Context: an optimization exercise on an open-source flow, tuned for small area, a short achievable clock period and few clock cycles. The choices shown serve that exercise and are no tape-out recipe. The RTL was checked by simulation tests, not by an equivalence proof against the original design. Power and IR drop assume default switching activity.

Setup of alpha:
## hcpu_core
module hcpu_core (
    input  wire        clk,
    input  wire        rst,          
    output reg         mem_req,
    output reg         mem_we,
    output reg  [15:0] mem_addr,
    output reg  [1:0]  mem_size,     
    output reg  [31:0] mem_wdata,
    input  wire        mem_gnt,
    input  wire        mem_rvalid,
    input  wire [31:0] mem_rdata,
    output wire        halted,
    output wire        memfault
);
Size in the first run: about 3,300 cells after synthesis, about 90 I/O pins, roughly 28,000 um^2 of cells after synthesis.
clock: 10.0 ns
lec_check: 0
cap_margin: 20
core_margin: 2
core_utilization: 45
setup_slack_margin: 5.0
slew_margin: 20
run.sh (not shown) runs the stock make flow with config.mk's settings and CLKGATE_MAP_FILE= SYNTH_SCRIPT=/design/flow/synth_recipe.tcl, a recipe that flattens the netlist after the stock synthesis.
Testbench counts of alpha, summed over its fixed seeds: cycles 103,025.
The following lists how beta was set up differently from alpha:
--- a/flow/config.mk
+++ b/flow/config.mk
@@ -10,2 +10,2 @@
-export CORE_UTILIZATION = 45
-export SETUP_SLACK_MARGIN = 5.0
+export CORE_UTILIZATION = 50
+export SETUP_SLACK_MARGIN = 3.0
--- outcome ---
- Per the comparison of beta with alpha, total via count in the routed design -4.1%; worst ir drop on vdd -13%; combinational power share went down 3.0 points.
- beta against alpha: share of the clock period used by the worst path picked up an extra 14 points; total number of placement rows lost 5; initial antenna violation count lost 3.
- Both conditions hold for beta: the flow ran to the end and the final layout passed the timing, DRC and antenna checks.
Edits applied to the flow inputs when going from beta to gamma:
--- a/flow/config.mk
+++ b/flow/config.mk
@@ -10,2 +10,2 @@
-export CORE_UTILIZATION = 50
-export SETUP_SLACK_MARGIN = 3.0
+export CORE_UTILIZATION = 45
+export SETUP_SLACK_MARGIN = 4.5
==> comparison <==
gamma finished every step from synthesis to the final layout, and the layout passed the timing, DRC and antenna checks.
Cell area after layout on gamma is behind beta.
Summary: detailed router's first-iteration violation count, gamma better than beta
beta has lower combinational share of power than gamma.

---

hcpu_core, a different RTL version from the one above (not shown whole).
Size: ~3700 cells after synthesis, about 330 flip-flops, ~90 I/O pins, roughly 0.027 mm^2 of cells after synthesis.
clock: 10.0 ns
lec_check: 0
cap_margin: 20
core_margin: 2
core_utilization: 30
slew_margin: 20
The first run ran to the end with no violations.
Testbench counts at the start, summed over its fixed seeds: cycles 102,324.
Edit:
CORE_UTILIZATION = 45   (was 30)
SETUP_SLACK_MARGIN = 3.0   (was default)
What happened: The changed run ran to the end with no violations; synthesized area does not change; die area falls by 33%; setup slack gets better by 0.37 ns; global-route usage increases by 15 points; count of clock-buffer cells in the layout came out higher by 7; routed wire length increases by 1.3%.
Edit:
SETUP_SLACK_MARGIN = 5.0   (was 3.0)
Outcome:
- The changed run finished with timing, DRC and antenna clean
- worst hold slack stays flat
- count of clock-buffer cells in the layout goes up by 1
- sequential cell count is unchanged

---

before:
hcpu_core, a different RTL version from the one above (not shown whole).
Size: roughly 3900 cells after synthesis, ~310 flip-flops.
Settings: LEC_CHECK=0, CAP_MARGIN=20, CORE_MARGIN=2, CORE_UTILIZATION=30, SLEW_MARGIN=20; clock period 10.0 ns.
before went all the way through the flow, and no timing, DRC or antenna check failed.
Testbench counts of before, summed over its fixed seeds: cycles 99,984.
Here is what was changed in the inputs of after compared with before.
- SETUP_SLACK_MARGIN: unset -> 2.0
- CORE_UTILIZATION: 30 -> 45
--- outcome ---
Going from before to after, the design area was found to have gone down by about 1.1%. [compare] base=before new=after: utilization rose 17 points, initial cell density of the core rose 15 points. Portion of the clock cycle consumed by the worst path in the final layout, after and before: higher on before. Number of cell rows ended up about 19% lower on after than on before. Diff before -> after: count of fill cells added during filler insertion shrank by 38%; area of the die shrank by 32000 µm²; total via count in the routed design shrank by about 1.3%; routed wire length shrank by 7200 µm; total power held steady.

---

Another version of the RTL of hcpu_core (not shown whole).
For scale: roughly 3800 cells after synthesis, roughly 330 flip-flops, about 28000 um2 of cells after synthesis.
export LEC_CHECK = 0
export CAP_MARGIN = 20
export CORE_MARGIN = 2
export CORE_UTILIZATION = 30
export SLEW_MARGIN = 20
create_clock -name core_clock -period 10.0 [get_ports {clk}]
The baseline completed without violations.
Testbench counts at the start, summed over its fixed seeds: cycles 102,690.
Next try:
--- a/flow/config.mk
+++ b/flow/config.mk
@@ -10 +10,2 @@
-export CORE_UTILIZATION = 30
+export CORE_UTILIZATION = 50
+export SETUP_SLACK_MARGIN = 3.0
The new run finished clean.
Setup slack gets better by 300 ps.
Clock-buffer cell count fell by 4.
Die area fell by about 40%.

[port drivers added, routing unchanged]
The flow's constraints put no driver on any port. The routed layouts listed below were extracted and timed again, unchanged, in two steps. Step 1 (the two cells are an assumption about what drives the block):
set clk [get_ports {clk}]
set_driving_cell -lib_cell sky130_fd_sc_hd__clkbuf_16 $clk
set_driving_cell -lib_cell sky130_fd_sc_hd__buf_2 [delete_from_list [all_inputs] $clk]
Step 2 times the ports against the registers' clock, not the clock port: input delays grow and output delays shrink by t, the midpoint of the rising clock arrivals with the driver on. a / b / c = no drivers / after step 1 / after step 2; a / b = the first two.
| run | t (ns) | setup WS [ns] | hold slack, ns | worst setup path after step 2 | worst register clock-pin slew, ns |
|---|---|---|---|---|---|
| alpha | 0.684 | 4.411 / 4.336 / 4.383 | 0.465 / 0.465 / 0.465 | input to register | 0.07 / 0.07 |
| beta | 0.667 | 3.046 / 2.979 / 3.150 | 0.477 / 0.477 / 0.477 | register to register | 0.07 / 0.07 |
| gamma | 0.663 | 4.417 / 4.346 / 3.952 | 0.477 / 0.477 / 0.477 | input to register | 0.07 / 0.07 |
| the first run of note 2 | 0.667 | 2.634 / 2.567 / 3.121 | 0.454 / 0.454 / 0.454 | input to output | 0.08 / 0.08 |
| the second run of note 2 | 0.663 | 3.005 / 2.978 / 3.005 | 0.458 / 0.458 / 0.458 | register to register | 0.06 / 0.06 |
| the third run of note 2 | 0.651 | 3.814 / 3.748 / 3.843 | 0.459 / 0.459 / 0.459 | input to register | 0.06 / 0.06 |
| before | 0.633 | 1.168 / 1.103 / 1.736 | 0.468 / 0.468 / 0.468 | register to output | 0.08 / 0.08 |
| after | 0.645 | 1.979 / 1.923 / 2.166 | 0.469 / 0.469 / 0.469 | register to register | 0.08 / 0.08 |
| the first run of note 4 | 0.649 | 2.459 / 2.391 / 2.955 | 0.471 / 0.471 / 0.471 | register to register | 0.07 / 0.07 |
| the second run of note 4 | 0.664 | 2.757 / 2.694 / 2.819 | 0.478 / 0.478 / 0.478 | input to register | 0.07 / 0.07 |
After both steps setup and hold are still met in every run listed. For gamma, which loses most, drivers alone change the setup slack by -0.071 ns; drivers and shift together by -0.465 ns.
